From an optimization exercise on the open Yosys and OpenROAD flow, aimed at small area and a short achievable clock period; shortcuts taken in it are not production practice.
The RTL was checked by simulation tests, not by an equivalence proof against the original design.

==> design/flow/design.v <==
module rqp_rq_lane (
    input  wire [7:0] s,
    input  wire [3:0] bits,    
    input  wire [7:0] cn,      
    output wire [7:0] r
);
    wire [2:0]  sh   = bits[2:0];
    wire [15:0] dbl  = {s, s} << sh;
    wire [7:0]  rot  = dbl[15:8];
    wire [7:0]  mask = ~(8'hFF << bits);
    wire [7:0]  hi   = rot & mask;
    wire [8:0]  sc   = {1'b0, s} + {1'b1, cn} + 9'd1;    
    wire [7:0]  u    = sc[7:0];
    wire        cgt  = sc[8];      
    wire        neg  = !cgt && !(rot > u);
    wire        big  =  cgt && !(rot < u);
    wire [7:0]  ones, zeros;
    assign ones[0]  = 1'b1;
    assign zeros[0] = 1'b1;
    genvar i;
    generate
        for (i = 1; i < 8; i = i + 1) begin : pre
            assign ones[i]  = ones[i-1] & hi[i-1];
            assign zeros[i] = zeros[i-1] & !hi[i-1];
        end
    endgenerate
    assign r = hi ^ (({8{big}} & ones) | ({8{neg}} & zeros));
endmodule
module rqp_sprng (
    input  wire        clk,
    input  wire        rst,
    input  wire        load,       
    input  wire [7:0]  seed,
    input  wire        step,       
    output wire [63:0] draws       
);
    reg  [7:0] ps;
    wire [7:0] adv;                
    assign draws[0] = ps[0];
    assign draws[1] = ps[1];
    assign draws[2] = ps[2];
    assign draws[3] = ps[3];
    assign draws[4] = ps[4];
    assign draws[5] = ps[5];
    assign draws[6] = ps[6];
    assign draws[7] = ps[7];
    assign draws[8] = ps[0] ^ ps[5];
    assign draws[9] = ps[1] ^ ps[6];
    assign draws[10] = ps[0] ^ ps[2] ^ ps[7];
    assign draws[11] = ps[0] ^ ps[3] ^ ps[5];
    assign draws[12] = ps[1] ^ ps[4] ^ ps[6];
    assign draws[13] = ps[0] ^ ps[2] ^ ps[5] ^ ps[7];
    assign draws[14] = ps[3] ^ ps[6];
    assign draws[15] = ps[0] ^ ps[4] ^ ps[7];
    assign draws[16] = ps[2] ^ ps[7];
    assign draws[17] = ps[1] ^ ps[3];
    assign draws[18] = ps[0] ^ ps[2] ^ ps[4] ^ ps[5];
    assign draws[19] = ps[0] ^ ps[2] ^ ps[3] ^ ps[5] ^ ps[7];
    assign draws[20] = ps[3] ^ ps[4] ^ ps[6];
    assign draws[21] = ps[4] ^ ps[7];
    assign draws[22] = ps[0] ^ ps[5] ^ ps[6];
    assign draws[23] = ps[1] ^ ps[5] ^ ps[6] ^ ps[7];
    assign draws[24] = ps[2] ^ ps[4];
    assign draws[25] = ps[0] ^ ps[1] ^ ps[3] ^ ps[5] ^ ps[6];
    assign draws[26] = ps[0] ^ ps[1] ^ ps[4] ^ ps[6];
    assign draws[27] = ps[0] ^ ps[3] ^ ps[4] ^ ps[5] ^ ps[7];
    assign draws[28] = ps[0] ^ ps[1] ^ ps[4] ^ ps[5];
    assign draws[29] = ps[0] ^ ps[1] ^ ps[6] ^ ps[7];
    assign draws[30] = ps[2] ^ ps[3] ^ ps[6] ^ ps[7];
    assign draws[31] = ps[1] ^ ps[2] ^ ps[3] ^ ps[4] ^ ps[5];
    assign draws[32] = ps[0] ^ ps[1] ^ ps[2] ^ ps[4] ^ ps[6] ^ ps[7];
    assign draws[33] = ps[0] ^ ps[1] ^ ps[2] ^ ps[5] ^ ps[7];
    assign draws[34] = ps[0] ^ ps[3] ^ ps[4] ^ ps[5] ^ ps[6];
    assign draws[35] = ps[1] ^ ps[2] ^ ps[3] ^ ps[5] ^ ps[6];
    assign draws[36] = ps[2] ^ ps[4] ^ ps[7];
    assign draws[37] = ps[1] ^ ps[3] ^ ps[4] ^ ps[5] ^ ps[7];
    assign draws[38] = ps[0] ^ ps[2] ^ ps[4] ^ ps[5] ^ ps[6];
    assign draws[39] = ps[0] ^ ps[3] ^ ps[4];
    assign draws[40] = ps[0] ^ ps[2] ^ ps[3] ^ ps[5] ^ ps[6];
    assign draws[41] = ps[1] ^ ps[4] ^ ps[6] ^ ps[7];
    assign draws[42] = ps[0] ^ ps[1] ^ ps[2] ^ ps[4] ^ ps[5] ^ ps[7];
    assign draws[43] = ps[0] ^ ps[1];
    assign draws[44] = ps[1] ^ ps[2] ^ ps[6];
    assign draws[45] = ps[0] ^ ps[2] ^ ps[3];
    assign draws[46] = ps[0] ^ ps[1] ^ ps[3] ^ ps[4];
    assign draws[47] = ps[1] ^ ps[3] ^ ps[4] ^ ps[6];
    assign draws[48] = ps[5] ^ ps[6];
    assign draws[49] = ps[0] ^ ps[3] ^ ps[6] ^ ps[7];
    assign draws[50] = ps[7];
    assign draws[51] = ps[0] ^ ps[1] ^ ps[5] ^ ps[6];
    assign draws[52] = ps[0] ^ ps[1] ^ ps[2] ^ ps[3] ^ ps[7];
    assign draws[53] = ps[0] ^ ps[2] ^ ps[3] ^ ps[7];
    assign draws[54] = ps[3] ^ ps[4];
    assign draws[55] = ps[0] ^ ps[4] ^ ps[5] ^ ps[6];
    assign draws[56] = ps[0] ^ ps[2] ^ ps[3] ^ ps[5] ^ ps[6] ^ ps[7];
    assign draws[57] = ps[0] ^ ps[4] ^ ps[6] ^ ps[7];
    assign draws[58] = ps[0] ^ ps[4] ^ ps[7];
    assign draws[59] = ps[1] ^ ps[2] ^ ps[3] ^ ps[7];
    assign draws[60] = ps[1] ^ ps[2] ^ ps[3] ^ ps[4] ^ ps[6];
    assign draws[61] = ps[2] ^ ps[3] ^ ps[4];
    assign draws[62] = ps[0] ^ ps[1] ^ ps[3] ^ ps[4] ^ ps[5] ^ ps[6];
    assign draws[63] = ps[1] ^ ps[2] ^ ps[3] ^ ps[4] ^ ps[7];
    assign adv[0] = ps[0] ^ ps[4] ^ ps[5] ^ ps[6] ^ ps[7];
    assign adv[1] = ps[1] ^ ps[3] ^ ps[5] ^ ps[7];
    assign adv[2] = ps[1] ^ ps[5] ^ ps[6] ^ ps[7];
    assign adv[3] = ps[0] ^ ps[1] ^ ps[2] ^ ps[3] ^ ps[4] ^ ps[5] ^ ps[6];
    assign adv[4] = ps[2] ^ ps[4] ^ ps[5] ^ ps[6] ^ ps[7];
    assign adv[5] = ps[1] ^ ps[2] ^ ps[3] ^ ps[4] ^ ps[5] ^ ps[6] ^ ps[7];
    assign adv[6] = ps[0] ^ ps[2] ^ ps[4] ^ ps[5] ^ ps[6] ^ ps[7];
    assign adv[7] = ps[0] ^ ps[2] ^ ps[3] ^ ps[5];
    always @(posedge clk) begin
        if (rst)
            ps <= 8'd128;
        else if (load)
            ps <= seed;
        else if (step)
            ps <= adv;
    end
endmodule
module rqp_cellq (
    input  wire         clk,
    input  wire         rst,         
    input  wire         seed_load,   
    input  wire [7:0]   seed,        
    input  wire         in_valid,
    input  wire [63:0]  in_cell,     
    input  wire [3:0]   in_bits,     
    input  wire         in_prob,     
    input  wire [31:0]  in_mult,
    output reg          out_valid,
    output reg  [63:0]  out_cell,    
    output reg  [127:0] out_r1u      
);
    wire        draw = in_valid && in_prob && !in_bits[3];    
    wire [63:0] draws;
    rqp_sprng u_prng (
        .clk   (clk),
        .rst   (rst),
        .load  (seed_load),
        .seed  (seed),
        .step  (draw),
        .draws (draws)
    );
    reg         r_valid;
    reg [63:0]  r_cell;
    reg [63:0]  r_cn;        
    reg [3:0]   r_bits;
    reg [31:0]  r_mult;
    always @(posedge clk) begin
        if (rst)
            r_valid <= 1'b0;
        else
            r_valid <= in_valid;
        r_cell <= in_cell;
        r_bits <= in_bits;
        r_mult <= in_mult;
    end
    genvar g;
    generate
        for (g = 0; g < 8; g = g + 1) begin : rc
            wire [7:0] c = in_prob ? draws[8*g +: 8] : 8'd128;
            always @(posedge clk)
                r_cn[8*g +: 8] <= ~c;
        end
    endgenerate
    wire [63:0] q;
    generate
        for (g = 0; g < 8; g = g + 1) begin : lane
            rqp_rq_lane u_lane (
                .s    (r_cell[8*g +: 8]),
                .bits (r_bits),
                .cn   (r_cn[8*g +: 8]),
                .r    (q[8*g +: 8])
            );
        end
    endgenerate
    wire [31:0] mult3;
    rqp_add #(.W(32)) u_m3 (.a(r_mult), .b({r_mult[30:0], 1'b0}), .ci(1'b0), .s(mult3), .co());
    reg         m_valid;
    reg [63:0]  m_q;
    reg [35:0]  m_cs;
    reg [31:0]  m_mult;
    reg [31:0]  m_mult3;
    always @(posedge clk) begin
        if (rst)
            m_valid <= 1'b0;
        else
            m_valid <= r_valid;
        m_q     <= q;
        m_mult  <= r_mult;
        m_mult3 <= mult3;
    end
    generate
        for (g = 0; g < 4; g = g + 1) begin : pair
            always @(posedge clk)
                m_cs[9*g +: 9] <= {1'b0, q[16*g +: 8]} + {1'b0, q[16*g+8 +: 8]};
        end
    endgenerate
    wire [127:0] r1u;
    generate
        for (g = 0; g < 4; g = g + 1) begin : term
            rqp_r1u_term u_term (
                .cs (m_cs[9*g +: 9]),
                .m1 (m_mult),
                .m3 (m_mult3),
                .y  (r1u[32*g +: 32])
            );
        end
    endgenerate
    always @(posedge clk) begin
        if (rst)
            out_valid <= 1'b0;
        else
            out_valid <= m_valid;
        out_cell <= m_q;
        out_r1u  <= r1u;
    end
endmodule
module rqp_add #(parameter W = 32) (
    input  wire [W-1:0] a,
    input  wire [W-1:0] b,
    input  wire         ci,
    output wire [W-1:0] s,
    output wire         co
);
    localparam L = (W <= 2) ? 1 : (W <= 4) ? 2 : (W <= 8) ? 3 : (W <= 16) ? 4 : (W <= 32) ? 5 : 6;
    wire [W-1:0] p0 = a ^ b;
    wire [W-1:0] g0 = a & b;
    wire [W-1:0] gg [0:2*L];
    wire [W-1:0] pp [0:2*L];
    assign gg[0] = {g0[W-1:1], g0[0] | (p0[0] & ci)};
    assign pp[0] = p0;
    genvar k, i;
    generate
        for (k = 0; k < L; k = k + 1) begin : up
            for (i = 0; i < W; i = i + 1) begin : b
                if (((i + 1) % (2 << k)) == 0) begin : c
                    assign gg[k+1][i] = gg[k][i] | (pp[k][i] & gg[k][i - (1 << k)]);
                    assign pp[k+1][i] = pp[k][i] & pp[k][i - (1 << k)];
                end else begin : n
                    assign gg[k+1][i] = gg[k][i];
                    assign pp[k+1][i] = pp[k][i];
                end
            end
        end
        for (k = L - 2; k >= 0; k = k - 1) begin : dn
            for (i = 0; i < W; i = i + 1) begin : b
                if (((i + 1) % (2 << k)) == (1 << k) && i >= (2 << k)) begin : c
                    assign gg[2*L-1-k][i] = gg[2*L-2-k][i] | (pp[2*L-2-k][i] & gg[2*L-2-k][i - (1 << k)]);
                    assign pp[2*L-1-k][i] = pp[2*L-2-k][i] & pp[2*L-2-k][i - (1 << k)];
                end else begin : n
                    assign gg[2*L-1-k][i] = gg[2*L-2-k][i];
                    assign pp[2*L-1-k][i] = pp[2*L-2-k][i];
                end
            end
        end
    endgenerate
    wire [W-1:0] cg = gg[2*L-1];
    assign s  = p0 ^ {cg[W-2:0], ci};
    assign co = cg[W-1];
endmodule
module rqp_r1u_term (
    input  wire [8:0]  cs,
    input  wire [31:0] m1,
    input  wire [31:0] m3,
    output wire [31:0] y
);
    wire [3:0] s1, s2, s3;     
    genvar j;
    generate
        for (j = 0; j < 4; j = j + 1) begin : dg
            assign s1[j] = (cs[2*j +: 2] == 2'd1);
            assign s2[j] = (cs[2*j +: 2] == 2'd2);
            assign s3[j] = (cs[2*j +: 2] == 2'd3);
        end
    endgenerate
    wire p1 = (s1[0] & m1[0]) | (s3[0] & m3[0]);
    wire p2 = (s1[0] & m1[1]) | (s2[0] & m1[0]) | (s3[0] & m3[1]);
    wire p3 = (s1[0] & m1[2]) | (s2[0] & m1[1]) | (s3[0] & m3[2]);
    wire p4 = (s1[0] & m1[3]) | (s2[0] & m1[2]) | (s3[0] & m3[3]);
    wire p5 = (s1[0] & m1[4]) | (s2[0] & m1[3]) | (s3[0] & m3[4]);
    wire p6 = (s1[0] & m1[5]) | (s2[0] & m1[4]) | (s3[0] & m3[5]);
    wire p7 = (s1[0] & m1[6]) | (s2[0] & m1[5]) | (s3[0] & m3[6]);
    wire p8 = (s1[0] & m1[7]) | (s2[0] & m1[6]) | (s3[0] & m3[7]);
    wire p9 = (s1[0] & m1[8]) | (s2[0] & m1[7]) | (s3[0] & m3[8]);
    wire p10 = (s1[0] & m1[9]) | (s2[0] & m1[8]) | (s3[0] & m3[9]);
    wire p11 = (s1[0] & m1[10]) | (s2[0] & m1[9]) | (s3[0] & m3[10]);
    wire p12 = (s1[0] & m1[11]) | (s2[0] & m1[10]) | (s3[0] & m3[11]);
    wire p13 = (s1[0] & m1[12]) | (s2[0] & m1[11]) | (s3[0] & m3[12]);
    wire p14 = (s1[0] & m1[13]) | (s2[0] & m1[12]) | (s3[0] & m3[13]);
    wire p15 = (s1[0] & m1[14]) | (s2[0] & m1[13]) | (s3[0] & m3[14]);
    wire p16 = (s1[0] & m1[15]) | (s2[0] & m1[14]) | (s3[0] & m3[15]);
    wire p17 = (s1[0] & m1[16]) | (s2[0] & m1[15]) | (s3[0] & m3[16]);
    wire p18 = (s1[0] & m1[17]) | (s2[0] & m1[16]) | (s3[0] & m3[17]);
    wire p19 = (s1[0] & m1[18]) | (s2[0] & m1[17]) | (s3[0] & m3[18]);
    wire p20 = (s1[0] & m1[19]) | (s2[0] & m1[18]) | (s3[0] & m3[19]);
    wire p21 = (s1[0] & m1[20]) | (s2[0] & m1[19]) | (s3[0] & m3[20]);
    wire p22 = (s1[0] & m1[21]) | (s2[0] & m1[20]) | (s3[0] & m3[21]);
    wire p23 = (s1[0] & m1[22]) | (s2[0] & m1[21]) | (s3[0] & m3[22]);
    wire p24 = (s1[0] & m1[23]) | (s2[0] & m1[22]) | (s3[0] & m3[23]);
    wire p25 = (s1[0] & m1[24]) | (s2[0] & m1[23]) | (s3[0] & m3[24]);
    wire p26 = (s1[0] & m1[25]) | (s2[0] & m1[24]) | (s3[0] & m3[25]);
    wire p27 = (s1[0] & m1[26]) | (s2[0] & m1[25]) | (s3[0] & m3[26]);
    wire p28 = (s1[0] & m1[27]) | (s2[0] & m1[26]) | (s3[0] & m3[27]);
    wire p29 = (s1[0] & m1[28]) | (s2[0] & m1[27]) | (s3[0] & m3[28]);
    wire p30 = (s1[0] & m1[29]) | (s2[0] & m1[28]) | (s3[0] & m3[29]);
    wire p31 = (s1[0] & m1[30]) | (s2[0] & m1[29]) | (s3[0] & m3[30]);
    wire p32 = (s1[0] & m1[31]) | (s2[0] & m1[30]) | (s3[0] & m3[31]);
    wire p33 = (s1[1] & m1[0]) | (s3[1] & m3[0]);
    wire p34 = (s1[1] & m1[1]) | (s2[1] & m1[0]) | (s3[1] & m3[1]);
    wire p35 = (s1[1] & m1[2]) | (s2[1] & m1[1]) | (s3[1] & m3[2]);
    wire p36 = (s1[1] & m1[3]) | (s2[1] & m1[2]) | (s3[1] & m3[3]);
    wire p37 = (s1[1] & m1[4]) | (s2[1] & m1[3]) | (s3[1] & m3[4]);
    wire p38 = (s1[1] & m1[5]) | (s2[1] & m1[4]) | (s3[1] & m3[5]);
    wire p39 = (s1[1] & m1[6]) | (s2[1] & m1[5]) | (s3[1] & m3[6]);
    wire p40 = (s1[1] & m1[7]) | (s2[1] & m1[6]) | (s3[1] & m3[7]);
    wire p41 = (s1[1] & m1[8]) | (s2[1] & m1[7]) | (s3[1] & m3[8]);
    wire p42 = (s1[1] & m1[9]) | (s2[1] & m1[8]) | (s3[1] & m3[9]);
    wire p43 = (s1[1] & m1[10]) | (s2[1] & m1[9]) | (s3[1] & m3[10]);
    wire p44 = (s1[1] & m1[11]) | (s2[1] & m1[10]) | (s3[1] & m3[11]);
    wire p45 = (s1[1] & m1[12]) | (s2[1] & m1[11]) | (s3[1] & m3[12]);
    wire p46 = (s1[1] & m1[13]) | (s2[1] & m1[12]) | (s3[1] & m3[13]);
    wire p47 = (s1[1] & m1[14]) | (s2[1] & m1[13]) | (s3[1] & m3[14]);
    wire p48 = (s1[1] & m1[15]) | (s2[1] & m1[14]) | (s3[1] & m3[15]);
    wire p49 = (s1[1] & m1[16]) | (s2[1] & m1[15]) | (s3[1] & m3[16]);
    wire p50 = (s1[1] & m1[17]) | (s2[1] & m1[16]) | (s3[1] & m3[17]);
    wire p51 = (s1[1] & m1[18]) | (s2[1] & m1[17]) | (s3[1] & m3[18]);
    wire p52 = (s1[1] & m1[19]) | (s2[1] & m1[18]) | (s3[1] & m3[19]);
    wire p53 = (s1[1] & m1[20]) | (s2[1] & m1[19]) | (s3[1] & m3[20]);
    wire p54 = (s1[1] & m1[21]) | (s2[1] & m1[20]) | (s3[1] & m3[21]);
    wire p55 = (s1[1] & m1[22]) | (s2[1] & m1[21]) | (s3[1] & m3[22]);
    wire p56 = (s1[1] & m1[23]) | (s2[1] & m1[22]) | (s3[1] & m3[23]);
    wire p57 = (s1[1] & m1[24]) | (s2[1] & m1[23]) | (s3[1] & m3[24]);
    wire p58 = (s1[1] & m1[25]) | (s2[1] & m1[24]) | (s3[1] & m3[25]);
    wire p59 = (s1[1] & m1[26]) | (s2[1] & m1[25]) | (s3[1] & m3[26]);
    wire p60 = (s1[1] & m1[27]) | (s2[1] & m1[26]) | (s3[1] & m3[27]);
    wire p61 = (s1[1] & m1[28]) | (s2[1] & m1[27]) | (s3[1] & m3[28]);
    wire p62 = (s1[1] & m1[29]) | (s2[1] & m1[28]) | (s3[1] & m3[29]);
    wire p63 = (s1[2] & m1[0]) | (s3[2] & m3[0]);
    wire p64 = (s1[2] & m1[1]) | (s2[2] & m1[0]) | (s3[2] & m3[1]);
    wire p65 = (s1[2] & m1[2]) | (s2[2] & m1[1]) | (s3[2] & m3[2]);
    wire p66 = (s1[2] & m1[3]) | (s2[2] & m1[2]) | (s3[2] & m3[3]);
    wire p67 = (s1[2] & m1[4]) | (s2[2] & m1[3]) | (s3[2] & m3[4]);
    wire p68 = (s1[2] & m1[5]) | (s2[2] & m1[4]) | (s3[2] & m3[5]);
    wire p69 = (s1[2] & m1[6]) | (s2[2] & m1[5]) | (s3[2] & m3[6]);
    wire p70 = (s1[2] & m1[7]) | (s2[2] & m1[6]) | (s3[2] & m3[7]);
    wire p71 = (s1[2] & m1[8]) | (s2[2] & m1[7]) | (s3[2] & m3[8]);
    wire p72 = (s1[2] & m1[9]) | (s2[2] & m1[8]) | (s3[2] & m3[9]);
    wire p73 = (s1[2] & m1[10]) | (s2[2] & m1[9]) | (s3[2] & m3[10]);
    wire p74 = (s1[2] & m1[11]) | (s2[2] & m1[10]) | (s3[2] & m3[11]);
    wire p75 = (s1[2] & m1[12]) | (s2[2] & m1[11]) | (s3[2] & m3[12]);
    wire p76 = (s1[2] & m1[13]) | (s2[2] & m1[12]) | (s3[2] & m3[13]);
    wire p77 = (s1[2] & m1[14]) | (s2[2] & m1[13]) | (s3[2] & m3[14]);
    wire p78 = (s1[2] & m1[15]) | (s2[2] & m1[14]) | (s3[2] & m3[15]);
    wire p79 = (s1[2] & m1[16]) | (s2[2] & m1[15]) | (s3[2] & m3[16]);
    wire p80 = (s1[2] & m1[17]) | (s2[2] & m1[16]) | (s3[2] & m3[17]);
    wire p81 = (s1[2] & m1[18]) | (s2[2] & m1[17]) | (s3[2] & m3[18]);
    wire p82 = (s1[2] & m1[19]) | (s2[2] & m1[18]) | (s3[2] & m3[19]);
    wire p83 = (s1[2] & m1[20]) | (s2[2] & m1[19]) | (s3[2] & m3[20]);
    wire p84 = (s1[2] & m1[21]) | (s2[2] & m1[20]) | (s3[2] & m3[21]);
    wire p85 = (s1[2] & m1[22]) | (s2[2] & m1[21]) | (s3[2] & m3[22]);
    wire p86 = (s1[2] & m1[23]) | (s2[2] & m1[22]) | (s3[2] & m3[23]);
    wire p87 = (s1[2] & m1[24]) | (s2[2] & m1[23]) | (s3[2] & m3[24]);
    wire p88 = (s1[2] & m1[25]) | (s2[2] & m1[24]) | (s3[2] & m3[25]);
    wire p89 = (s1[2] & m1[26]) | (s2[2] & m1[25]) | (s3[2] & m3[26]);
    wire p90 = (s1[2] & m1[27]) | (s2[2] & m1[26]) | (s3[2] & m3[27]);
    wire p91 = (s1[3] & m1[0]) | (s3[3] & m3[0]);
    wire p92 = (s1[3] & m1[1]) | (s2[3] & m1[0]) | (s3[3] & m3[1]);
    wire p93 = (s1[3] & m1[2]) | (s2[3] & m1[1]) | (s3[3] & m3[2]);
    wire p94 = (s1[3] & m1[3]) | (s2[3] & m1[2]) | (s3[3] & m3[3]);
    wire p95 = (s1[3] & m1[4]) | (s2[3] & m1[3]) | (s3[3] & m3[4]);
    wire p96 = (s1[3] & m1[5]) | (s2[3] & m1[4]) | (s3[3] & m3[5]);
    wire p97 = (s1[3] & m1[6]) | (s2[3] & m1[5]) | (s3[3] & m3[6]);
    wire p98 = (s1[3] & m1[7]) | (s2[3] & m1[6]) | (s3[3] & m3[7]);
    wire p99 = (s1[3] & m1[8]) | (s2[3] & m1[7]) | (s3[3] & m3[8]);
    wire p100 = (s1[3] & m1[9]) | (s2[3] & m1[8]) | (s3[3] & m3[9]);
    wire p101 = (s1[3] & m1[10]) | (s2[3] & m1[9]) | (s3[3] & m3[10]);
    wire p102 = (s1[3] & m1[11]) | (s2[3] & m1[10]) | (s3[3] & m3[11]);
    wire p103 = (s1[3] & m1[12]) | (s2[3] & m1[11]) | (s3[3] & m3[12]);
    wire p104 = (s1[3] & m1[13]) | (s2[3] & m1[12]) | (s3[3] & m3[13]);
    wire p105 = (s1[3] & m1[14]) | (s2[3] & m1[13]) | (s3[3] & m3[14]);
    wire p106 = (s1[3] & m1[15]) | (s2[3] & m1[14]) | (s3[3] & m3[15]);
    wire p107 = (s1[3] & m1[16]) | (s2[3] & m1[15]) | (s3[3] & m3[16]);
    wire p108 = (s1[3] & m1[17]) | (s2[3] & m1[16]) | (s3[3] & m3[17]);
    wire p109 = (s1[3] & m1[18]) | (s2[3] & m1[17]) | (s3[3] & m3[18]);
    wire p110 = (s1[3] & m1[19]) | (s2[3] & m1[18]) | (s3[3] & m3[19]);
    wire p111 = (s1[3] & m1[20]) | (s2[3] & m1[19]) | (s3[3] & m3[20]);
    wire p112 = (s1[3] & m1[21]) | (s2[3] & m1[20]) | (s3[3] & m3[21]);
    wire p113 = (s1[3] & m1[22]) | (s2[3] & m1[21]) | (s3[3] & m3[22]);
    wire p114 = (s1[3] & m1[23]) | (s2[3] & m1[22]) | (s3[3] & m3[23]);
    wire p115 = (s1[3] & m1[24]) | (s2[3] & m1[23]) | (s3[3] & m3[24]);
    wire p116 = (s1[3] & m1[25]) | (s2[3] & m1[24]) | (s3[3] & m3[25]);
    wire p117 = cs[8] & m1[0];
    wire p118 = cs[8] & m1[1];
    wire p119 = cs[8] & m1[2];
    wire p120 = cs[8] & m1[3];
    wire p121 = cs[8] & m1[4];
    wire p122 = cs[8] & m1[5];
    wire p123 = cs[8] & m1[6];
    wire p124 = cs[8] & m1[7];
    wire p125 = cs[8] & m1[8];
    wire p126 = cs[8] & m1[9];
    wire p127 = cs[8] & m1[10];
    wire p128 = cs[8] & m1[11];
    wire p129 = cs[8] & m1[12];
    wire p130 = cs[8] & m1[13];
    wire p131 = cs[8] & m1[14];
    wire p132 = cs[8] & m1[15];
    wire p133 = cs[8] & m1[16];
    wire p134 = cs[8] & m1[17];
    wire p135 = cs[8] & m1[18];
    wire p136 = cs[8] & m1[19];
    wire p137 = cs[8] & m1[20];
    wire p138 = cs[8] & m1[21];
    wire p139 = cs[8] & m1[22];
    wire p140 = cs[8] & m1[23];
    wire s141 = p9 ^ p39;
    wire c142 = p9 & p39;
    wire s143 = p10 ^ p40 ^ p68;
    wire c144 = (p10 & p40) | (p10 & p68) | (p40 & p68);
    wire s145 = p11 ^ p41 ^ p69;
    wire c146 = (p11 & p41) | (p11 & p69) | (p41 & p69);
    wire s147 = p12 ^ p42 ^ p70;
    wire c148 = (p12 & p42) | (p12 & p70) | (p42 & p70);
    wire s149 = p13 ^ p43 ^ p71;
    wire c150 = (p13 & p43) | (p13 & p71) | (p43 & p71);
    wire s151 = p14 ^ p44 ^ p72;
    wire c152 = (p14 & p44) | (p14 & p72) | (p44 & p72);
    wire s153 = p15 ^ p45 ^ p73;
    wire c154 = (p15 & p45) | (p15 & p73) | (p45 & p73);
    wire s155 = p16 ^ p46 ^ p74;
    wire c156 = (p16 & p46) | (p16 & p74) | (p46 & p74);
    wire s157 = p17 ^ p47 ^ p75;
    wire c158 = (p17 & p47) | (p17 & p75) | (p47 & p75);
    wire s159 = p18 ^ p48 ^ p76;
    wire c160 = (p18 & p48) | (p18 & p76) | (p48 & p76);
    wire s161 = p19 ^ p49 ^ p77;
    wire c162 = (p19 & p49) | (p19 & p77) | (p49 & p77);
    wire s163 = p20 ^ p50 ^ p78;
    wire c164 = (p20 & p50) | (p20 & p78) | (p50 & p78);
    wire s165 = p21 ^ p51 ^ p79;
    wire c166 = (p21 & p51) | (p21 & p79) | (p51 & p79);
    wire s167 = p22 ^ p52 ^ p80;
    wire c168 = (p22 & p52) | (p22 & p80) | (p52 & p80);
    wire s169 = p23 ^ p53 ^ p81;
    wire c170 = (p23 & p53) | (p23 & p81) | (p53 & p81);
    wire s171 = p24 ^ p54 ^ p82;
    wire c172 = (p24 & p54) | (p24 & p82) | (p54 & p82);
    wire s173 = p25 ^ p55 ^ p83;
    wire c174 = (p25 & p55) | (p25 & p83) | (p55 & p83);
    wire s175 = p26 ^ p56 ^ p84;
    wire c176 = (p26 & p56) | (p26 & p84) | (p56 & p84);
    wire s177 = p27 ^ p57 ^ p85;
    wire c178 = (p27 & p57) | (p27 & p85) | (p57 & p85);
    wire s179 = p28 ^ p58 ^ p86;
    wire c180 = (p28 & p58) | (p28 & p86) | (p58 & p86);
    wire s181 = p29 ^ p59 ^ p87;
    wire c182 = (p29 & p59) | (p29 & p87) | (p59 & p87);
    wire s183 = p30 ^ p60 ^ p88;
    wire c184 = (p30 & p60) | (p30 & p88) | (p60 & p88);
    wire s185 = p31 ^ p61 ^ p89;
    wire c186 = (p31 & p61) | (p31 & p89) | (p61 & p89);
    wire s187 = p32 ^ p62 ^ p90;
    wire c188 = (p32 & p62) | (p32 & p90) | (p62 & p90);
    wire s189 = p7 ^ p37;
    wire c190 = p7 & p37;
    wire s191 = p8 ^ p38 ^ p66;
    wire c192 = (p8 & p38) | (p8 & p66) | (p38 & p66);
    wire s193 = s141 ^ p67 ^ p93;
    wire c194 = (s141 & p67) | (s141 & p93) | (p67 & p93);
    wire s195 = s143 ^ p94 ^ p118;
    wire c196 = (s143 & p94) | (s143 & p118) | (p94 & p118);
    wire s197 = s145 ^ p95 ^ p119;
    wire c198 = (s145 & p95) | (s145 & p119) | (p95 & p119);
    wire s199 = s147 ^ p96 ^ p120;
    wire c200 = (s147 & p96) | (s147 & p120) | (p96 & p120);
    wire s201 = s149 ^ p97 ^ p121;
    wire c202 = (s149 & p97) | (s149 & p121) | (p97 & p121);
    wire s203 = s151 ^ p98 ^ p122;
    wire c204 = (s151 & p98) | (s151 & p122) | (p98 & p122);
    wire s205 = s153 ^ p99 ^ p123;
    wire c206 = (s153 & p99) | (s153 & p123) | (p99 & p123);
    wire s207 = s155 ^ p100 ^ p124;
    wire c208 = (s155 & p100) | (s155 & p124) | (p100 & p124);
    wire s209 = s157 ^ p101 ^ p125;
    wire c210 = (s157 & p101) | (s157 & p125) | (p101 & p125);
    wire s211 = s159 ^ p102 ^ p126;
    wire c212 = (s159 & p102) | (s159 & p126) | (p102 & p126);
    wire s213 = s161 ^ p103 ^ p127;
    wire c214 = (s161 & p103) | (s161 & p127) | (p103 & p127);
    wire s215 = s163 ^ p104 ^ p128;
    wire c216 = (s163 & p104) | (s163 & p128) | (p104 & p128);
    wire s217 = s165 ^ p105 ^ p129;
    wire c218 = (s165 & p105) | (s165 & p129) | (p105 & p129);
    wire s219 = s167 ^ p106 ^ p130;
    wire c220 = (s167 & p106) | (s167 & p130) | (p106 & p130);
    wire s221 = s169 ^ p107 ^ p131;
    wire c222 = (s169 & p107) | (s169 & p131) | (p107 & p131);
    wire s223 = s171 ^ p108 ^ p132;
    wire c224 = (s171 & p108) | (s171 & p132) | (p108 & p132);
    wire s225 = s173 ^ p109 ^ p133;
    wire c226 = (s173 & p109) | (s173 & p133) | (p109 & p133);
    wire s227 = s175 ^ p110 ^ p134;
    wire c228 = (s175 & p110) | (s175 & p134) | (p110 & p134);
    wire s229 = s177 ^ p111 ^ p135;
    wire c230 = (s177 & p111) | (s177 & p135) | (p111 & p135);
    wire s231 = s179 ^ p112 ^ p136;
    wire c232 = (s179 & p112) | (s179 & p136) | (p112 & p136);
    wire s233 = s181 ^ p113 ^ p137;
    wire c234 = (s181 & p113) | (s181 & p137) | (p113 & p137);
    wire s235 = s183 ^ p114 ^ p138;
    wire c236 = (s183 & p114) | (s183 & p138) | (p114 & p138);
    wire s237 = s185 ^ p115 ^ p139;
    wire c238 = (s185 & p115) | (s185 & p139) | (p115 & p139);
    wire s239 = s187 ^ p116 ^ p140;
    wire c240 = (s187 & p116) | (s187 & p140) | (p116 & p140);
    wire s241 = p5 ^ p35;
    wire c242 = p5 & p35;
    wire s243 = p6 ^ p36 ^ p64;
    wire c244 = (p6 & p36) | (p6 & p64) | (p36 & p64);
    wire s245 = s189 ^ p65 ^ p91;
    wire c246 = (s189 & p65) | (s189 & p91) | (p65 & p91);
    wire s247 = s191 ^ p92 ^ c190;
    wire c248 = (s191 & p92) | (s191 & c190) | (p92 & c190);
    wire s249 = s193 ^ p117 ^ c192;
    wire c250 = (s193 & p117) | (s193 & c192) | (p117 & c192);
    wire s251 = s195 ^ c142 ^ c194;
    wire c252 = (s195 & c142) | (s195 & c194) | (c142 & c194);
    wire s253 = s197 ^ c144 ^ c196;
    wire c254 = (s197 & c144) | (s197 & c196) | (c144 & c196);
    wire s255 = s199 ^ c146 ^ c198;
    wire c256 = (s199 & c146) | (s199 & c198) | (c146 & c198);
    wire s257 = s201 ^ c148 ^ c200;
    wire c258 = (s201 & c148) | (s201 & c200) | (c148 & c200);
    wire s259 = s203 ^ c150 ^ c202;
    wire c260 = (s203 & c150) | (s203 & c202) | (c150 & c202);
    wire s261 = s205 ^ c152 ^ c204;
    wire c262 = (s205 & c152) | (s205 & c204) | (c152 & c204);
    wire s263 = s207 ^ c154 ^ c206;
    wire c264 = (s207 & c154) | (s207 & c206) | (c154 & c206);
    wire s265 = s209 ^ c156 ^ c208;
    wire c266 = (s209 & c156) | (s209 & c208) | (c156 & c208);
    wire s267 = s211 ^ c158 ^ c210;
    wire c268 = (s211 & c158) | (s211 & c210) | (c158 & c210);
    wire s269 = s213 ^ c160 ^ c212;
    wire c270 = (s213 & c160) | (s213 & c212) | (c160 & c212);
    wire s271 = s215 ^ c162 ^ c214;
    wire c272 = (s215 & c162) | (s215 & c214) | (c162 & c214);
    wire s273 = s217 ^ c164 ^ c216;
    wire c274 = (s217 & c164) | (s217 & c216) | (c164 & c216);
    wire s275 = s219 ^ c166 ^ c218;
    wire c276 = (s219 & c166) | (s219 & c218) | (c166 & c218);
    wire s277 = s221 ^ c168 ^ c220;
    wire c278 = (s221 & c168) | (s221 & c220) | (c168 & c220);
    wire s279 = s223 ^ c170 ^ c222;
    wire c280 = (s223 & c170) | (s223 & c222) | (c170 & c222);
    wire s281 = s225 ^ c172 ^ c224;
    wire c282 = (s225 & c172) | (s225 & c224) | (c172 & c224);
    wire s283 = s227 ^ c174 ^ c226;
    wire c284 = (s227 & c174) | (s227 & c226) | (c174 & c226);
    wire s285 = s229 ^ c176 ^ c228;
    wire c286 = (s229 & c176) | (s229 & c228) | (c176 & c228);
    wire s287 = s231 ^ c178 ^ c230;
    wire c288 = (s231 & c178) | (s231 & c230) | (c178 & c230);
    wire s289 = s233 ^ c180 ^ c232;
    wire c290 = (s233 & c180) | (s233 & c232) | (c180 & c232);
    wire s291 = s235 ^ c182 ^ c234;
    wire c292 = (s235 & c182) | (s235 & c234) | (c182 & c234);
    wire s293 = s237 ^ c184 ^ c236;
    wire c294 = (s237 & c184) | (s237 & c236) | (c184 & c236);
    wire s295 = s239 ^ c186 ^ c238;
    wire c296 = (s239 & c186) | (s239 & c238) | (c186 & c238);
    wire [31:0] ra = {s295, s293, s291, s289, s287, s285, s283, s281, s279, s277, s275, s273, s271, s269, s267, s265, s263, s261, s259, s257, s255, s253, s251, s249, s247, s245, s243, s241, p4, p3, p2, p1};
    wire [31:0] rb = {c294, c292, c290, c288, c286, c284, c282, c280, c278, c276, c274, c272, c270, c268, c266, c264, c262, c260, c258, c256, c254, c252, c250, c248, c246, c244, c242, p63, p34, p33, 1'b0, 1'b0};
    assign y = ~((~ra) + (~rb) + 32'd1);
endmodule
==> design/flow/flow/run.sh <==
#!/bin/bash
# Layout flow: the standard ORFS flow (standard.sh), with timing repair
# aiming below the clock period and buf_2 cells as the port buffers.
# make's full output goes to flow_make.log in the work folder.
set -euo pipefail
export SETUP_SLACK_MARGIN=11.4
export BUFFER_PORTS_ARGS="-buffer_cell sky130_fd_sc_hd__buf_2"
bash standard.sh > flow_make.log 2>&1
==> design/flow/standard.sh <==
#!/bin/bash
# synth_recipe.tcl (not shown) runs the flow's synth.tcl, then flattens the netlist and writes it again
# the make line also repeats each setting of config.mk as NAME=value (left out here)
make -C /OpenROAD-flow-scripts/flow DESIGN_CONFIG=/design/flow/config.mk WORK_HOME=/design/flow/orfs CLKGATE_MAP_FILE= SYNTH_SCRIPT=/design/flow/synth_recipe.tcl "${@:-finish}"
==> design/flow/config.mk <==
export PLATFORM = sky130hd
export DESIGN_NAME = rqp_cellq
export DESIGN_NICKNAME = rqp_cellq
export VERILOG_FILES = /design/flow/design.v
export SDC_FILE = /design/flow/constraint.sdc
export NUM_CORES = 4
export LEC_CHECK = 0
export ABC_AREA = 1
export CAP_MARGIN = 20
export CORE_MARGIN = 2
export CORE_UTILIZATION = 40
export CTS_BUF_LIST = sky130_fd_sc_hd__clkbuf_8
export CTS_CLUSTER_DIAMETER = 60
export CTS_CLUSTER_SIZE = 20
export SLEW_MARGIN = 20
==> design/flow/constraint.sdc <==
create_clock -name core_clock -period 16.0 [get_ports {clk}]
set_input_delay 3.2000 -clock core_clock [delete_from_list [all_inputs] [get_ports {clk}]]
set_output_delay 3.2000 -clock core_clock [all_outputs]
set_load 0.01 [all_outputs]
==> notes.md, run 1 <==
- Average wire per cell in the routed design: 23.1 um
- Mapped Avg Cell Area: 7.64 um2
- Synth async-reset ratio: 0%
- Top-area cell type share of the netlist area: 24.6%
- Final antenna-violating net count: 0
- Mapped Cells: 5642
- Synth unique cells: 53
- Crit path launch type: register
- Crit Path Class: reg2reg
- Highest Signal Layer: met5
- Worst Hold Class: reg2reg
- Layout cell share with drive strength beyond 1: 18.6%
- FMAX: 0.220 GHz
- CP Capture Type: register
- Hold Startpoint: m_q[4]$_DFF_P_
- Die Y: 332 um
- Placer Congestion: 1.01
- Ranking of synthesized cells by area: dfxtp_1 25%, fa_1 15%, nand2_1 10%
- FF+latch count, synth: 530
- Root Buffer: clkbuf_8
- Mapped Nets: 6391
- Clk buf depth: 3
- Top-level port count: 306
- Gr usage total: 29.6%
- DP Worst Slack: 10510 ps
- Worst Setup EP: out_r1u[123]$_DFF_P_
- Largest net degree at the start of global routing: 69
- Number of flops mapped to enable cells by yosys: 0
- Largest family of logic cells by synthesized area: adder cells
- Leading area contributor after synthesis: dfxtp_1
- CTS Buf Count: 54
- Fin crit share: 28.4%
- Post-route setup slack: 11460 ps
- Starting Density: 40.3%
- R2R cell count: 16
- Complex-gate fraction of the synthesized area: 17.7%
- TNS Setup: 0 ps
- Crit-path cells: buf_6 > clkinvlp_4 > o22ai_1 > a21oi_1 > fa_1 > fa_1 > inv_1 > fa_1 > inv_1 > ha_1 > a21o_1 > o21bai_1 > a21oi_1 > a21boi_0 > nand2_1 > xnor2_1
- DR pass1 iterations: 10
- H-tree depth: 2
- Post-route cell area: 50600 um2
- Met3 Routed Length: 21200 um
- I/O Buffers: 305
- M1 WL: 64900 um
- CP arrival: 5230 ps
- Final net count: 6755
- Max-cap violation count: 0
- Synthesis Warnings: 3
- Worst r2r dst: out_r1u[123]$_DFF_P_
- Synth Area in XOR/XNOR: 6.09%
- Die width: 332 um
- CTS clk-pin slew, worst paths: 110 ps
- CTS Hold Bufs: 0
- Util after Layout: 47.4%
- Endpoints failing hold: 0
- Crit-path max cell delay: 560 ps
- Top-count cell post-synth: nand2_1
- Post-synthesis mux area share: 0%
- Number of global-route vias before repair: 40951
- Hpwl dp: 123000 um
- Antenna violations before repair: 6
- Post-Synth Adder-Cell Area: 24.0%
- Critical-path maximum fanout: 18
- Final setup violation count: 0
- Actual slew at the worst max-slew pin: 1170 ps
- RSZ-0062 raised after global routing: yes
- CTS tree: done
- Clock skew: 43.6 ps
- Synth cell count leaders: 1196 x nand2_1, 643 x inv_1, 572 x a21oi_1, 530 x dfxtp_1, 322 x nand3_1
- Worst Setup SP: m_mult[17]$_DFF_P_
- Sequential-to-total area share from yosys stat: 24.6%
- Global-route wire length before repair: 251000 um
- Hold path depth: 0
- Critical path's most frequent cell: fa_1
- Max Transition Viols Final: 0
- DRC: 0
- DR vias: 43341
- Final WL: 172000 um
- Rel. slew slack: 21.8%
- Starting DRT DRC Count: 5327
- Site row count: 120
- Slowest cell on the critical path: fa_1
- Worst skew pair latency: 800 ps
- Status: no timing/DRC/antenna violations
- Vias per cell: 5.81
- Clock Sinks: 530
- Post-DP Area: 45700 um2
- Met2 routed WL: 74100 um
- Main synth FF type: dfxtp_1
- Die Area: 110000 um2
- Worst r2r src: m_mult[17]$_DFF_P_
- Simple-Gate Fraction of Synth Area: 18.7%
- Area growth syn-to-layout: 17.5%
- Std-Cell Core Area: 107000 um2
- Hold Slack: 316 ps
- R2R setup slack: 11460 ps
- Worst path required time: 16690 ps
- Synthesized area: 43100 um2
- Final Critical Period: 4540 ps
- Grt total ovfl: 0
metal layers:
layer | up-vias | track usage, %
met1 | 20063 | 36.6
li1 | 19608 | -
met4 | 6 | 14.7
met2 | 2845 | 46.3
met5 | - | 0.564
met3 | 819 | 9.48
worst max-delay path, delay by kind of cell, from the launching register on:
family | cells | cell delay (ps)
buf+inv | 4 | 830
flops | 1 | 330
compound gates | 6 | 1110
simple gates | 1 | 120
xor+xnor | 1 | 150
fa+ha+maj | 4 | 1880
final cells by class:
type	instances	area [um2]
tap	1403	1760
clock buffer	54	743
clock inverter	45	646
inverter	690	2860
antenna	3	7.51
fill	10704	56300
sequential	530	10700
multi-input combinational	4147	29900
timing repair inverter	10	73.8
timing repair buffer	573	3900
state kept, by name, summed over array words and instances (netlist names), 4 cells and up:
signal and count:
u_prng.ps 8, r_cell 64, out_cell 64, r_mult 32, m_q 64, r_bits 4, out_r1u 128, r_cn 64
m_cs 36, m_mult3 32, m_mult 31
cells in the final DEF, fill, tap and decap left out, types with 13 or more instances in the layout:
master      netlist  routed
ha_2              0      16
fa_1            319     311
nand2_1        1196    1172
buf_12            0      16
nand3_1         322     320
clkbuf_8          0      55
inv_2            19      18
buf_2            28     305
dfxtp_1         530     465
o21ai_1          15      34
o21bai_1         30      27
o21ai_0         150     105
a21o_1           23      23
nand4_1          44      44
o21ai_2           2      25
inv_1           643     607
xnor2_1          95      94
a21oi_2           0      52
ha_4              0      19
o221ai_1        136     128
nor3_1           43      32
ha_1            317     282
dfxtp_2           0      43
nand2_2          13      34
a21oi_1         572     513
clkinv_4          0      13
a31oi_1          15      13
clkinvlp_4        0      49
nor2_2           20      41
dfxtp_4           0      22
xor2_1          203     196
buf_4             6     219
nor2_1          234     200
o22ai_1         304     304
buf_6            16      25
nor2_4            5      18
cell families (layout without fill, tap and decap cells):
logic type / Yosys count / after routing
other cells: 0 / 3
flops: 530 / 530
buf+inv: 968 / 1372
fa+ha+maj: 636 / 636
compound gates: 1290 / 1290
xor+xnor: 299 / 299
simple gates: 1919 / 1922
per-stage QoR:
step                      instances
after global placement         7143
final                          7455
after detailed placement       7143
after floorplan                5642
after global routing           7454
after CTS                      7306
worst min-delay path by stage:
| stage | endpoint |
|---|---|
| 2_1_floorplan | out_cell[0]$_DFF_P_ |
| 3_3_place_gp | out_cell[0]$_DFF_P_ |
| 3_5_place_dp | out_cell[24]$_DFF_P_ |
| 4_1_cts | out_cell[4]$_DFF_P_ |
| 5_1_grt | out_cell[26]$_DFF_P_ |
| 6_report | out_cell[4]$_DFF_P_ |
timing repair:
action	4_1_cts	5_1_grt
endpoints found under the setup margin	134	93
setup buffers	56	135
pin swaps	18	110
cloned	8	11
resized for setup	173	377
==> inputs of run 2 (changes only) <==
--- a/design/flow/config.mk
+++ b/design/flow/config.mk
@@ -10,6 +10,7 @@
 export CORE_MARGIN = 2
-export CORE_UTILIZATION = 40
-export CTS_BUF_LIST = sky130_fd_sc_hd__clkbuf_8
-export CTS_CLUSTER_DIAMETER = 60
-export CTS_CLUSTER_SIZE = 20
+export CORE_UTILIZATION = 55
+export CTS_BUF_LIST = sky130_fd_sc_hd__clkbuf_16
+export CTS_CLUSTER_DIAMETER = 100
+export CTS_CLUSTER_SIZE = 30
+export PLACE_DENSITY = 0.7
 export SLEW_MARGIN = 20
==> notes.md, run 2 <==
- Average wire per cell in the routed design: 23.3 um
- Die Area: 80600 um2
- Largest net degree at the start of global routing: 69
- Critical-path maximum fanout: 11
- Worst path required time: 16530 ps
- Die Y: 284 um
- Simple-Gate Fraction of Synth Area: 18.7%
- Synth unique cells: 53
- Hpwl dp: 113000 um
- Area growth syn-to-layout: 14.3%
- TNS Setup: 0 ps
- Actual slew at the worst max-slew pin: 1150 ps
- H-tree depth: 1
- Complex-gate fraction of the synthesized area: 17.7%
- Worst Hold Class: reg2reg
- Std-Cell Core Area: 77500 um2
- I/O Buffers: 305
- FMAX: 0.219 GHz
- Hold Startpoint: m_q[45]$_DFF_P_
- Max-cap violation count: 0
- Commonest non-fill, non-tap cell in the layout: nand2_1
- CTS clk-pin slew, worst paths: 100 ps
- DRC: 0
- DR pass1 iterations: 17
- Final net count: 6699
- Leading area contributor after synthesis: dfxtp_1
- Status: no timing/DRC/antenna violations
- Slowest cell on the critical path: fa_1
- Crit-path cells: inv_1 > nor2_4 > buf_6 > clkinvlp_4 > o221ai_2 > fa_1 > fa_1 > inv_1 > fa_1 > ha_4 > inv_1 > o21ai_0 > a221oi_1 > o21ai_0 > a21oi_1 > nand2_1 > xor2_1
- Synth async-reset ratio: 0%
- Grt total ovfl: 0
- Mapped Avg Cell Area: 7.64 um2
- CTS tree: done
- Synth Area in XOR/XNOR: 6.09%
- Site row count: 102
- Mapped Cells: 5642
- CTS Buf Count: 25
- Largest family of logic cells by synthesized area: adder cells
- Gr usage total: 38.2%
- Starting Density: 55.6%
- Top-count cell post-synth: nand2_1
- Die width: 284 um
- DR vias: 43616
- Clock skew: 31.2 ps
- Post-Synth Adder-Cell Area: 24.0%
- Max Transition Viols Final: 0
- Number of flops mapped to enable cells by yosys: 0
- FF+latch count, synth: 530
- Final setup violation count: 0
- RSZ-0062 raised after global routing: yes
- CP Capture Type: register
- Final antenna-violating net count: 0
- Mapped Nets: 6391
- Starting DRT DRC Count: 5191
- Worst skew pair latency: 650 ps
- Max reg flops: 128
- Most flop-heavy register: out_r1u
- Synth cell count leaders: 1196 x nand2_1, 643 x inv_1, 572 x a21oi_1, 530 x dfxtp_1, 322 x nand3_1
- CP arrival: 5090 ps
- Crit-path max cell delay: 590 ps
- Ranking of synthesized cells by area: dfxtp_1 25%, fa_1 15%, nand2_1 10%
- Clk buf depth: 3
- Rel. slew slack: 22.8%
- Crit Path Class: reg2reg
- Endpoints failing hold: 0
- Synthesized area: 43100 um2
- Worst r2r src: m_cs[20]$_DFF_P_
- Util after Layout: 63.6%
- Antenna violations before repair: 8
- Fin crit share: 28.5%
- Number of global-route vias before repair: 41205
- Sequential-to-total area share from yosys stat: 24.6%
- Placer Congestion: 1.03
- Worst Setup SP: m_cs[20]$_DFF_P_
- Global-route wire length before repair: 240000 um
- Top-area cell type share of the netlist area: 24.6%
- Synthesis Warnings: 3
- Hold Slack: 334 ps
- CTS Hold Bufs: 0
- Post-synthesis mux area share: 0%
- Vias per cell: 6.23
- Top-level port count: 306
- Crit path launch type: register
- Root Buffer: clkbuf_16
- Main synth FF type: dfxtp_1
- Clock Sinks: 530
- Layout cell share with drive strength beyond 1: 17.1%
- Final WL: 163000 um
- Final Critical Period: 4560 ps
- Commonest non-fill, non-tap cells in the layout: 1168 x nand2_1, 606 x inv_1, 511 x a21oi_1
-- run 2: cell counts after synthesis --
Identical to the previous run, type by type.
-- run 2: stage by stage --
stage | cell area [um2] | setup WS [ps] | cells
after global placement | 45200 | 10540 | 6768
after floorplan | 43100 | 11680 | 5642
after detailed placement | 45200 | 10540 | 6769
after global routing | 49300 | 11270 | 7001
final | 49300 | 11440 | 7004
after CTS | 47100 | 11340 | 6888
-- run 2: worst max-delay path: cells and delay by family, from the launching register on --
kind | cells | cell delay (ps)
and+or+nand+nor | 2 | 270
xor gates and xnor gates | 1 | 150
adders and majority gates | 4 | 1810
DFF | 1 | 390
buffers and inverters | 5 | 730
AOI/OAI and AO/OA | 5 | 1100
-- run 2: layout make-up --
type                       instances  area [um2]
clock buffer                      25         626
inverter                         690        2850
clock inverter                    13         164
timing repair buffer             544        3680
tap                             1040        1300
sequential                       530       10700
antenna                            3        7.51
multi-input combinational       4145       29800
fill                            7055       28200
timing repair inverter            14         100
-- run 2: per-layer routing --
metal / GRT usage [%] / share of wire, % / routed length, um / vias to the layer above
li1: - / - / - / 19460
met1: 46.0 / 36 / 57900 / 20064
met2: 60.1 / 43 / 70100 / 3110
met3: 11.6 / 13 / 21300 / 970
met4: 23.0 / 8.3 / 13600 / 12
met5: 0 / 0.064 / 105 / -
-- run 2: kinds of logic (layout without fill, tap and decap cells) --
group                      Yosys count  after routing
DFF                                530            530
other                                0              3
xor gates and xnor gates           299            299
and+or+nand+nor                   1919           1920
buffers and inverters              968           1286
AOI/OAI and AO/OA                 1290           1290
adders and majority gates          636            636
-- run 2: worst paths after layout --
kind                            slack, ps  cells after the start                   end
worst min register to register        330                      0  out_cell[45]$_DFF_P_
worst max-delay path                11440                     17   out_r1u[94]$_DFF_P_
worst min-delay path                  330                      0  out_cell[45]$_DFF_P_
worst max register to register      11440                     17   out_r1u[94]$_DFF_P_
-- run 2: repair_timing --
action                                  in CTS  in global routing
setup buffers                               71                101
endpoints found under the setup margin     110                 92
resized for setup                          157                361
cloned                                      10                 12
pin swaps                                    8                 82
==> inputs of run 3 (changes only) <==
--- a/design/flow/design.v
+++ b/design/flow/design.v
@@ -14,4 +14,6 @@
     wire        cgt  = sc[8];      
-    wire        neg  = !cgt && !(rot > u);
-    wire        big  =  cgt && !(rot < u);
+    wire [8:0]  cmp  = {1'b0, rot} + {1'b0, ~u} + {8'd0, cgt};
+    wire        ge   = cmp[8];
+    wire        neg  = !cgt && !ge;
+    wire        big  =  cgt &&  ge;
     wire [7:0]  ones, zeros;
--- a/design/flow/config.mk
+++ b/design/flow/config.mk
@@ -10,3 +10,3 @@
 export CORE_MARGIN = 2
-export CORE_UTILIZATION = 55
+export CORE_UTILIZATION = 40
 export CTS_BUF_LIST = sky130_fd_sc_hd__clkbuf_16
@@ -14,3 +14,2 @@
 export CTS_CLUSTER_SIZE = 30
-export PLACE_DENSITY = 0.7
 export SLEW_MARGIN = 20
==> notes.md, run 3 <==
- Status: no timing/DRC/antenna violations
- Mapped Avg Cell Area: 7.81 um2
- CTS Buf Count: 31
- Number of flops mapped to enable cells by yosys: 0
- Worst path depth: 1
- Synth cell count leaders: 1177 x nand2_1, 611 x inv_1, 530 x dfxtp_1, 485 x a21oi_1, 337 x ha_1
- Crit-path max cell delay: 500 ps
- Synthesis Warnings: 3
- Clk buf depth: 3
- CP Capture Type: primary output
- Vias per cell: 5.79
- Multi-input logic area: 29600 um2
- Placer Congestion: 1.02
- Final net count: 6502
- Starting DRT DRC Count: 4704
- Global-route wire length before repair: 241000 um
- Worst skew pair latency: 710 ps
- Die Y: 330 um
- Synth async-reset ratio: 0%
- Final antenna-violating net count: 0
- Util after Layout: 47.2%
- Die width: 330 um
- Sequential-to-total area share from yosys stat: 24.9%
- Clock skew: 37.1 ps
- Placed cell count: 6927
- R2R cell count: 18
- Top-level port count: 306
- Commonest non-fill, non-tap cells in the layout: 1152 x nand2_1, 575 x inv_1, 483 x dfxtp_1
- Ranking of synthesized cells by area: dfxtp_1 25%, fa_1 15%, nand2_1 10%
- Site row count: 119
- Top-count cell post-synth: nand2_1
- CP arrival: 1390 ps
- Leading area contributor after synthesis: dfxtp_1
- FF+latch count, synth: 530
- Fill cells: 10433
- Met3 Track Usage GR: 6.83%
- CTS tree: done
- Final Critical Period: 4590 ps
- Global Route met1 Usage: 34.8%
- Top-area cell type share of the netlist area: 24.9%
- Worst path required time: 12800 ps
- RSZ-0062 raised after global routing: yes
- Worst Hold Class: reg2reg
- CTS clk-pin slew, worst paths: 110 ps
- Commonest non-fill, non-tap cell in the layout: nand2_1
- Layout cell share with drive strength beyond 1: 17.7%
- R2R setup slack: 11500 ps
- Max reg flops: 128
- Non-filler instance count after layout: 7148
- Rel. slew slack: 23.5%
- DRC: 0
- Max Transition Viols Final: 0
- Number of global-route vias before repair: 39928
- Fin crit share: 28.7%
- Met2 GRT Util: 48.2%
- Largest net degree at the start of global routing: 67
- Critical-path maximum fanout: 1
- Crit Path Class: reg2out
- Actual slew at the worst max-slew pin: 1150 ps
- Crit path launch type: register
- Synth unique cells: 47
- Total area of sequential cells: 10700 um2
- Gr usage total: 28.9%
- Die Area: 109000 um2
- Max-cap violation count: 0
- Worst Setup SP: out_r1u[64]$_DFF_P_
- Worst Path Buf+Inv: 1
- Worst r2r src: m_cs[20]$_DFF_P_
- Slowest cell on the critical path: dfxtp_1
- FMAX: 0.218 GHz
- Grt total ovfl: 0
- Worst Setup EP: out_r1u[64]
- Hold Slack: 333 ps
- DR pass1 iterations: 28
- Antenna violations before repair: 9
- Main synth FF type: dfxtp_1
- CP top delay family: flip-flops
- Final WL: 166000 um
- Mapped Cells: 5444
- Std-Cell Core Area: 105000 um2
- Clock Sinks: 530
- Starting Density: 40.4%
- Most flop-heavy register: out_r1u
- Mapped Nets: 6213
- Average wire per cell in the routed design: 23.3 um
- Crit-path cells: buf_2
- I/O Buffers: 305
- Root Buffer: clkbuf_16
- Worst r2r dst: out_r1u[93]$_DFF_P_
- TNS Setup: 0 ps
- H-tree depth: 1
- Final setup violation count: 0
- Endpoints failing hold: 0
- Area growth syn-to-layout: 16.9%
- Hpwl dp: 118000 um
- Most Crowded Layer GR: met2
- Synthesized area: 42500 um2
- DR vias: 41372
run 3: cell count changes in the layout (fill, tap and decap cells not counted), moves of 16 or more:
| cell | before | now |
|---|---|---|
| o22ai_1 | 302 | 234 |
| nand3_1 | 317 | 285 |
| nand4_1 | 44 | 26 |
| inv_1 | 606 | 575 |
| nand2_1 | 1168 | 1152 |
| xor2_1 | 197 | 170 |
| a21oi_1 | 511 | 446 |
| nor2_1 | 206 | 133 |
| xnor2_1 | 92 | 119 |
| o21a_1 | 7 | 24 |
| o221ai_1 | 133 | 202 |
| o21bai_1 | 27 | 8 |
| o21ai_1 | 33 | 54 |
run 3: metrics by stage:
| step | area (um2) | worst slack, ps |
|---|---|---|
| after global routing | 49700 | 11300 |
| final | 49700 | 11410 |
| after detailed placement | 45200 | 10450 |
| after floorplan | 42500 | 11410 |
| after CTS | 47400 | 11400 |
| after global placement | 45200 | 10260 |
run 3: cell families (layout without fill, tap and decap cells):
| logic type | after synthesis | count (layout) | share of synthesized area, % |
|---|---|---|---|
| other cells | 0 | 3 | 0 |
| compound gates | 1239 | 1239 | 17.8 |
| xor+xnor | 302 | 302 | 6.22 |
| fa+ha+maj | 656 | 656 | 24.9 |
| flops | 530 | 530 | 24.9 |
| simple gates | 1779 | 1780 | 17.5 |
| buf+inv | 938 | 1247 | 8.61 |
run 3: per-layer routing:
| layer | part of all wire (%) | vias to the layer above |
|---|---|---|
| met3 | 11 | 687 |
| met5 | 0.061 | - |
| met4 | 6.6 | 6 |
| met2 | 46 | 2577 |
| li1 | - | 18853 |
| met1 | 37 | 19249 |
run 3: final cells by class:
cell class              instances  share of cell area [%]
multi-input cells            3977                    59.5
flip-flops and latches        530                    21.5
diodes                          3                  0.0151
clock buffers                  31                    1.56
repair inverters                5                  0.0704
repair buffers                540                    7.67
well taps                    1391                    3.50
inverters                     648                    5.36
clock inverters                23                   0.772
run 3: how the worst min path moves through the flow:
stage | from | endpoint | slack, ps | depth (start not counted)
floorplan | m_q[0]$_DFF_P_ | out_cell[0]$_DFF_P_ | 310 | 0
global placement | m_q[0]$_DFF_P_ | out_cell[0]$_DFF_P_ | 310 | 0
detailed placement | m_q[37]$_DFF_P_ | out_cell[37]$_DFF_P_ | 310 | 0
CTS | m_q[4]$_DFF_P_ | out_cell[4]$_DFF_P_ | 330 | 0
global route | m_q[4]$_DFF_P_ | out_cell[4]$_DFF_P_ | 340 | 0
finish | m_q[4]$_DFF_P_ | out_cell[4]$_DFF_P_ | 330 | 0
run 3: repair_timing:
item | in CTS | in global routing
cloned | 3 | 11
pin swaps | 6 | 77
setup buffers | 62 | 88
setup endpoints to repair | 103 | 83
gates resized for setup | 172 | 385
hold buffers | 0 | 0
hold endpoints to repair | 0 | 0

[what the ideal ports hide]
Ports are ideal in the flow. The routed layouts listed here were re-timed in OpenROAD. Step 1 (the two cells are an assumption about what drives the block):
set clk [get_ports {clk}]
set_driving_cell -lib_cell sky130_fd_sc_hd__clkbuf_16 $clk
set_driving_cell -lib_cell sky130_fd_sc_hd__buf_2 [delete_from_list [all_inputs] $clk]
Step 2 moves the port delays by t, midway between the first and last clock arrival at a register: inputs arrive t later, outputs are due t later. That takes back most of the time a late clock gives input paths. Slacks: ideal / step 1 / step 2; pairs: ideal / step 1.
run | shift t [ns] | slack for setup (ns) | worst hold slack (ns)
run 1 | 0.845 | 11.456 / 11.408 / 10.942 | 0.316 / 0.316 / 0.316
run 2 | 0.708 | 11.440 / 11.440 / 10.848 | 0.334 / 0.334 / 0.334
run 3 | 0.758 | 11.409 / 11.337 / 11.053 | 0.333 / 0.333 / 0.333
After both steps setup and hold are still met in every run listed. For run 2, which loses most, drivers alone change the setup slack by 0.000 ns; drivers and shift together by -0.592 ns.
